Background: an optimization exercise with open tools, aiming at small area, a short achievable clock period and few clock cycles. Do not read the settings as production practice.
In this exercise RTL edits were held to simulation tests only and were not proved equivalent to the original.
Power figures rest on the tool's default switching activity, not on a simulated workload.

Design esbf, start of the top module:
module esbf (
    input  wire       clk,
    input  wire       rst,         
    input  wire       in_valid,
    output wire       in_ready,
    input  wire [7:0] in_data,
    input  wire       in_last,
    output wire       out_valid,
    input  wire       out_ready,
    output wire [7:0] out_data,
    output wire       out_last
);
    localparam RL = 37;                  
    localparam [3:0] O_ILL   = 4'd0;
    localparam [3:0] O_INIT  = 4'd1;
    localparam [3:0] O_LOAD  = 4'd2;
    localparam [3:0] O_UPDB  = 4'd3;
    localparam [3:0] O_UPDN  = 4'd4;
    localparam [3:0] O_CREAD = 4'd5;
    localparam [3:0] O_BUILD = 4'd6;
    localparam [3:0] O_CHECK = 4'd7;
    localparam [3:0] O_FREAD = 4'd8;
    localparam [3:0] O_INFO  = 4'd9;
    localparam [1:0] K_CRC   = 2'd1;
    localparam [1:0] K_FRAME = 2'd2;
    localparam [1:0] K_INFO  = 2'd3;
    localparam [3:0] R_ST    = 4'd15;    
    function [15:0] step1;
  ...
For scale: ~1700 cells after synthesis, ~24 I/O pins.
==> flow/config.mk <==
export PLATFORM = sky130hd
export DESIGN_NAME = esbf
export DESIGN_NICKNAME = esbf
export VERILOG_FILES = /design/flow/design.v
export SDC_FILE = /design/flow/constraint.sdc
export NUM_CORES = 4
export LEC_CHECK = 0
export CAP_MARGIN = 20
export CORE_MARGIN = 2
export CORE_UTILIZATION = 82
export CTS_BUF_LIST = sky130_fd_sc_hd__clkbuf_16
export CTS_CLUSTER_DIAMETER = 80
export CTS_CLUSTER_SIZE = 30
export PLACE_DENSITY = 0.8999999999999999
export SLEW_MARGIN = 20
==> flow/constraint.sdc <==
create_clock -name core_clock -period 9.0 [get_ports {clk}]
set_input_delay 1.8000 -clock core_clock [delete_from_list [all_inputs] [get_ports {clk}]]
set_output_delay 1.8000 -clock core_clock [all_outputs]
set_load 0.01 [all_outputs]
standard.sh (not shown) runs the stock make flow with config.mk's settings and CLKGATE_MAP_FILE= SYNTH_SCRIPT=/design/flow/synth_recipe.tcl, a recipe that flattens the netlist after the stock synthesis.
==> flow/flow/run.sh <==
#!/bin/bash
set -euo pipefail
bash standard.sh SETUP_SLACK_MARGIN=6.1 "BUFFER_PORTS_ARGS=-buffer_cell sky130_fd_sc_hd__buf_4" finish > standard.log 2>&1
The first run aborted during global routing on GRT-0232.
Testbench counts at the start, summed over its fixed seeds: cycles 20,585.
Change:
==> flow/flow/run.sh (replaced) <==
#!/bin/bash
set -euo pipefail
bash standard.sh SETUP_SLACK_MARGIN=5.9 "BUFFER_PORTS_ARGS=-buffer_cell sky130_fd_sc_hd__buf_4" finish > standard.log 2>&1
CORE_UTILIZATION = 50   (was 82)
PLACE_DENSITY = 0.6   (was 0.8999999999999999)
Now the flow completed without violations.
Synthesized cell count is unchanged.
Area after synthesis stays the same.
Change:
==> flow/flow/run.sh (replaced) <==
#!/bin/bash
set -euo pipefail
bash standard.sh SETUP_SLACK_MARGIN=6.1 "BUFFER_PORTS_ARGS=-buffer_cell sky130_fd_sc_hd__buf_4" finish > standard.log 2>&1
CORE_UTILIZATION = 65   (was 50)
PLACE_DENSITY = 0.75   (was 0.6)
TNS_END_PERCENT = 100   (was unset)
After rerunning: Maximum frequency goes up by 4.0%; utilization goes up by 17 points; routed wire length hardly moves; clock power goes down by about 18%.
Change:
==> flow/flow/run.sh (replaced) <==
#!/bin/bash
set -euo pipefail
bash standard.sh SETUP_SLACK_MARGIN=6.0 "BUFFER_PORTS_ARGS=-buffer_cell sky130_fd_sc_hd__buf_4" finish > standard.log 2>&1
GPL_ROUTABILITY_DRIVEN = 0   (was unset)
TNS_END_PERCENT = unset   (was 100)
=>
- register-to-register slack is worse by 0.07 ns
- setup slack is worse by 0.055 ns
- hold slack is worse by 0.011 ns
- critical path depth went up by 8
- routed wire length went down by 6.1%
- power went down by 0.55%
- non-clock buffer count went down by 10
- core utilization went down by 0.80 points
- sequential share of layout area went up by 0.50 points
- area after synthesis stays the same
Change:
==> flow/flow/run.sh (replaced) <==
#!/bin/bash
set -euo pipefail
bash standard.sh SETUP_SLACK_MARGIN=6.1 "BUFFER_PORTS_ARGS=-buffer_cell sky130_fd_sc_hd__buf_4" finish > standard.log 2>&1
CORE_UTILIZATION = 50   (was 65)
GPL_ROUTABILITY_DRIVEN = unset   (was 0)
PLACE_DENSITY = 0.6   (was 0.75)
After rerunning: Combinational power went up by 5.6%; global-route usage drops by 4.7 points; wire length is higher by 7.8%; cell count climbs by 6.0%; worst hold slack is about the same; flip-flop and latch count is unchanged; design area increases by 3.5%; total power climbs by 6.1%; die area goes up by 29%.
Change:
CTS_BUF_LIST = sky130_fd_sc_hd__clkbuf_8   (was sky130_fd_sc_hd__clkbuf_16)
CTS_CLUSTER_DIAMETER = 50   (was 80)
CTS_CLUSTER_SIZE = 18   (was 30)
Outcome: Final area barely changes. Count of clock-buffer cells in the layout goes up by 21. Fmax goes down by a few percent.

Starting RTL as in the previous note.
Settings: LEC_CHECK=0, CAP_MARGIN=20, CORE_MARGIN=2, CORE_UTILIZATION=75, CTS_BUF_LIST=sky130_fd_sc_hd__clkbuf_16, CTS_CLUSTER_DIAMETER=80, CTS_CLUSTER_SIZE=30, PLACE_DENSITY=0.83, SLEW_MARGIN=20; clock period 9.0 ns.
==> flow/flow/run.sh <==
#!/bin/bash
set -euo pipefail
bash standard.sh SETUP_SLACK_MARGIN=6.1 "BUFFER_PORTS_ARGS=-buffer_cell sky130_fd_sc_hd__buf_4" finish > standard.log 2>&1
Testbench counts at the start, summed over its fixed seeds: cycles 20,585.
Next try:
==> flow/flow/run.sh (replaced) <==
#!/bin/bash
set -euo pipefail
bash standard.sh SETUP_SLACK_MARGIN=6.3 "BUFFER_PORTS_ARGS=-buffer_cell sky130_fd_sc_hd__buf_4" finish > standard.log 2>&1
Settings changed: CORE_UTILIZATION 75 to 50, CTS_BUF_LIST sky130_fd_sc_hd__clkbuf_16 to sky130_fd_sc_hd__clkbuf_8, CTS_CLUSTER_DIAMETER 80 to 50, CTS_CLUSTER_SIZE 30 to 18, PLACE_DENSITY 0.83 to 0.6.
What happened: The changed run passed the timing, DRC and antenna checks; via count drops by 3.7%; die area grows by 49%; combinational power rose by 9.6%; utilization fell by 23 points; design area rose by 9.0%; first-iteration DRC count came out lower by 46%; routed wire length goes down by 0.60%; count of clock-buffer cells in the layout increases by 28; non-clock buffer count is higher by 57; clock power goes up by 28%; flip-flop and latch count does not change.
Next try:
==> flow/flow/run.sh (replaced) <==
#!/bin/bash
set -euo pipefail
bash standard.sh SETUP_SLACK_MARGIN=5.85 "BUFFER_PORTS_ARGS=-buffer_cell sky130_fd_sc_hd__buf_4" finish > standard.log 2>&1
Settings changed: CORE_UTILIZATION 50 to 65, CTS_BUF_LIST sky130_fd_sc_hd__clkbuf_8 to sky130_fd_sc_hd__clkbuf_16, CTS_CLUSTER_DIAMETER 50 to 80, CTS_CLUSTER_SIZE 18 to 30, PLACE_DENSITY 0.6 to 0.75.
Outcome:
- clock skew grows by 0.0095 ns
- via count shrinks by a few percent
- die area shrinks by about a fifth
- final cell count shrinks by roughly a tenth
- hold slack improved by 0.0031 ns
- core utilization grows by 10 points
Next try:
==> flow/flow/run.sh (replaced) <==
#!/bin/bash
set -euo pipefail
bash standard.sh SETUP_SLACK_MARGIN=6.0 "BUFFER_PORTS_ARGS=-buffer_cell sky130_fd_sc_hd__buf_4" finish > standard.log 2>&1
After rerunning: The new run finished with timing, DRC and antenna clean; synthesized cell count does not change; area after synthesis does not change; worst hold slack degrades by 0.0073 ns; clock skew fell by 0.0062 ns.

== build 35 ==
Starting RTL as in the previous note.
## esbf
module esbf (
    input  wire       clk,
    input  wire       rst,         
    input  wire       in_valid,
    output wire       in_ready,
    input  wire [7:0] in_data,
    input  wire       in_last,
    output wire       out_valid,
    input  wire       out_ready,
    output wire [7:0] out_data,
    output wire       out_last
);
    localparam RL = 37;                  
    localparam [3:0] O_ILL   = 4'd0;
    localparam [3:0] O_INIT  = 4'd1;
    localparam [3:0] O_LOAD  = 4'd2;
    localparam [3:0] O_UPDB  = 4'd3;
    localparam [3:0] O_UPDN  = 4'd4;
    localparam [3:0] O_CREAD = 4'd5;
    localparam [3:0] O_BUILD = 4'd6;
    localparam [3:0] O_CHECK = 4'd7;
    localparam [3:0] O_FREAD = 4'd8;
    localparam [3:0] O_INFO  = 4'd9;
    localparam [1:0] K_CRC   = 2'd1;
    localparam [1:0] K_FRAME = 2'd2;
    localparam [1:0] K_INFO  = 2'd3;
    localparam [3:0] R_ST    = 4'd15;    
    function [15:0] step1;
        input [15:0] c;
        begin
            step1 = {c[14:0], 1'b0} ^ (c[15] ? 16'h1021 : 16'h0000);
        end
    endfunction
    function [15:0] step8;
        input [15:0] c;
        integer i;
        reg [15:0] t;
        begin
            t = c;
            for (i = 0; i < 8; i = i + 1)
                t = {t[14:0], 1'b0} ^ (t[15] ? 16'h1021 : 16'h0000);
            step8 = t;
        end
    endfunction
    function [5:0] inc37;
        input [5:0] x;
        begin
            inc37 = (x == RL - 1) ? 6'd0 : x + 6'd1;
        end
    endfunction
    reg [15:0] crc_r;
    reg        held;                     
    reg [1:0]  fstat;
    reg [2:0]  alen_a;
    reg [5:0]  plen_a;
    reg        c2_a;                     
    reg [7:0]  chan_a;
    reg [15:0] cw;                       
    reg        pre;                      
    reg [15:0] ca;                       
    reg        pren;                     
    reg        cpend;                    
    reg [8*RL-1:0] ring;
  ...
==> flow/config.mk <==
export PLATFORM = sky130hd
export DESIGN_NAME = esbf
export DESIGN_NICKNAME = esbf
export VERILOG_FILES = /design/flow/design.v
export SDC_FILE = /design/flow/constraint.sdc
export NUM_CORES = 4
export LEC_CHECK = 0
export CAP_MARGIN = 20
export CORE_MARGIN = 2
export CORE_UTILIZATION = 60
export CTS_BUF_LIST = sky130_fd_sc_hd__clkbuf_16
export CTS_CLUSTER_DIAMETER = 80
export CTS_CLUSTER_SIZE = 30
export PLACE_DENSITY = 0.7
export SLEW_MARGIN = 20
==> flow/constraint.sdc <==
create_clock -name core_clock -period 9.0 [get_ports {clk}]
set_input_delay 1.8000 -clock core_clock [delete_from_list [all_inputs] [get_ports {clk}]]
set_output_delay 1.8000 -clock core_clock [all_outputs]
set_load 0.01 [all_outputs]
==> flow/flow/run.sh <==
#!/bin/bash
set -euo pipefail
bash standard.sh SETUP_SLACK_MARGIN=6.1 "BUFFER_PORTS_ARGS=-buffer_cell sky130_fd_sc_hd__buf_4" finish > standard.log 2>&1
Build 35 | status: complete | timing, DRC, antenna: pass
Testbench counts of build 35, summed over its fixed seeds: cycles 20,585.
Relative to build 35, the following input files were edited for build 21:
# build 35
export LEC_CHECK = 0
export CAP_MARGIN = 20
export CORE_MARGIN = 2
export CORE_UTILIZATION = 60
export CTS_BUF_LIST = sky130_fd_sc_hd__clkbuf_16
export CTS_CLUSTER_DIAMETER = 80
export CTS_CLUSTER_SIZE = 30
export PLACE_DENSITY = 0.7
export SLEW_MARGIN = 20
create_clock -name core_clock -period 9.0 [get_ports {clk}]
# build 21
export LEC_CHECK = 0
export CAP_MARGIN = 20
export CORE_MARGIN = 2
export CORE_UTILIZATION = 65
export CTS_BUF_LIST = sky130_fd_sc_hd__clkbuf_16
export CTS_CLUSTER_DIAMETER = 60
export CTS_CLUSTER_SIZE = 24
export PLACE_DENSITY = 0.75
export SLEW_MARGIN = 20
create_clock -name core_clock -period 9.0 [get_ports {clk}]
==> comparison <==
Build 21 went all the way through the flow, and no timing, DRC or antenna check failed.
Looking at minimum setup slack among reg-to-reg paths across both flows, build 21 is the weaker of the two, with build 35 ahead.
On global routing met1 resource utilization: between build 21 and build 35, it ends up lower for build 35.
The run showing the greater net switching power is build 21.
Edits applied to the flow inputs when going from build 21 to build 9:
# build 21
export LEC_CHECK = 0
export CAP_MARGIN = 20
export CORE_MARGIN = 2
export CORE_UTILIZATION = 65
export CTS_BUF_LIST = sky130_fd_sc_hd__clkbuf_16
export CTS_CLUSTER_DIAMETER = 60
export CTS_CLUSTER_SIZE = 24
export PLACE_DENSITY = 0.75
export SLEW_MARGIN = 20
create_clock -name core_clock -period 9.0 [get_ports {clk}]
# build 9
export LEC_CHECK = 0
export CAP_MARGIN = 20
export CORE_MARGIN = 2
export CORE_UTILIZATION = 50
export CTS_BUF_LIST = sky130_fd_sc_hd__clkbuf_16
export CTS_CLUSTER_DIAMETER = 80
export CTS_CLUSTER_SIZE = 30
export PLACE_DENSITY = 0.6
export SLEW_MARGIN = 20
create_clock -name core_clock -period 9.0 [get_ports {clk}]
==> flow/flow/run.sh <==
#!/bin/bash
set -euo pipefail
bash standard.sh SETUP_SLACK_MARGIN=6.3 "BUFFER_PORTS_ARGS=-buffer_cell sky130_fd_sc_hd__buf_4" finish > standard.log 2>&1
Findings:
Looking at build 21 and build 9, the combined flip-flop and latch cell area is a wash.
On build 9: share of cell area taken by flip-flops and latches is 2.6 points lower than what build 21 gave.
Reported for build 21 and build 9, combined buffer and inverter count along the critical path turned out identical to the last digit.
Build 21 → build 9: hold slack went down by 0.0081 ns; cell area went up; number of detailed-routing iterations run before antenna repair fell by 1.
Input changes introduced in build 92 (baseline for comparison: build 9):
# build 9
export LEC_CHECK = 0
export CAP_MARGIN = 20
export CORE_MARGIN = 2
export CORE_UTILIZATION = 50
export CTS_BUF_LIST = sky130_fd_sc_hd__clkbuf_16
export CTS_CLUSTER_DIAMETER = 80
export CTS_CLUSTER_SIZE = 30
export PLACE_DENSITY = 0.6
export SLEW_MARGIN = 20
create_clock -name core_clock -period 9.0 [get_ports {clk}]
# build 92
export LEC_CHECK = 0
export CAP_MARGIN = 20
export CORE_MARGIN = 2
export CORE_UTILIZATION = 70
export CTS_BUF_LIST = sky130_fd_sc_hd__clkbuf_16
export CTS_CLUSTER_DIAMETER = 80
export CTS_CLUSTER_SIZE = 30
export PLACE_DENSITY = 0.78
export SLEW_MARGIN = 20
create_clock -name core_clock -period 9.0 [get_ports {clk}]
==> flow/flow/run.sh <==
#!/bin/bash
set -euo pipefail
bash standard.sh SETUP_SLACK_MARGIN=6.1 "BUFFER_PORTS_ARGS=-buffer_cell sky130_fd_sc_hd__buf_4" finish > standard.log 2>&1
- Build 92 finished all stages; the layout is clean.
- Build 92 — critical path required time 2.03 ns higher, build 9 as reference
- In build 92 relative to build 9, number of well taps had gone down by more than a quarter.
- Build 9 → build 92: register share of the cell area up 3.3 points, final design utilization picked up an extra 19 points, met3 track demand over resource now larger, clock share of power decreased by 3.1 points relative to the old numbers, first-pass GRT wire length fell 1.9 mm.
- Build 92 vs build 9: detailed route wirelength on metal2 up in build 92

==> re-timing with driven ports <==
The flow's constraints put no driver on any port. The routed layouts listed below were extracted and timed again, unchanged, in two steps.
Step 1 (the two cells are an assumption about what drives the block):
set clk [get_ports {clk}]
set_driving_cell -lib_cell sky130_fd_sc_hd__clkbuf_16 $clk
set_driving_cell -lib_cell sky130_fd_sc_hd__buf_2 [delete_from_list [all_inputs] $clk]
Step 2 moves the port delays by t, midway between the first and last clock arrival at a register: inputs arrive t later, outputs are due t later. That takes back most of the time a late clock gives input paths.
a / b / c = ideal ports / drivers / drivers and shift; a / b = the first two.
run | t (ns) | setup WS [ns] | clock arrival spread, ns | slew at the worst register clock pin (ns)
the second run of note 1 | 0.639 | 5.966 / 5.966 / 5.353 | 0.026 / 0.026 | 0.11 / 0.11
the third run of note 1 | 0.593 | 6.083 / 6.028 / 5.631 | 0.021 / 0.020 | 0.11 / 0.11
the fourth run of note 1 | 0.595 | 6.028 / 6.028 / 5.557 | 0.020 / 0.020 | 0.11 / 0.11
the fifth run of note 1 | 0.623 | 6.045 / 5.988 / 5.585 | 0.031 / 0.031 | 0.11 / 0.11
the sixth run of note 1 | 0.690 | 5.970 / 5.919 / 5.559 | 0.039 / 0.039 | 0.12 / 0.12
the first run of note 2 | 0.613 | 6.032 / 5.981 / 5.574 | 0.024 / 0.024 | 0.12 / 0.12
the second run of note 2 | 0.684 | 6.015 / 5.962 / 5.721 | 0.028 / 0.028 | 0.11 / 0.11
the third run of note 2 | 0.594 | 5.918 / 5.918 / 5.442 | 0.041 / 0.040 | 0.12 / 0.12
the fourth run of note 2 | 0.601 | 6.056 / 6.005 / 5.640 | 0.036 / 0.035 | 0.12 / 0.12
build 35 | 0.625 | 6.053 / 5.999 / 5.648 | 0.027 / 0.027 | 0.11 / 0.11
build 21 | 0.623 | 6.055 / 6.001 / 5.564 | 0.031 / 0.030 | 0.09 / 0.09
build 9 | 0.639 | 6.040 / 5.986 / 5.759 | 0.022 / 0.022 | 0.11 / 0.11
build 92 | 0.592 | 6.076 / 6.038 / 5.545 | 0.020 / 0.020 | 0.11 / 0.11
After both steps every run listed still meets setup and hold. For the second run of note 1, which loses most, drivers alone change the setup slack by 0.000 ns; drivers and shift together by -0.613 ns.
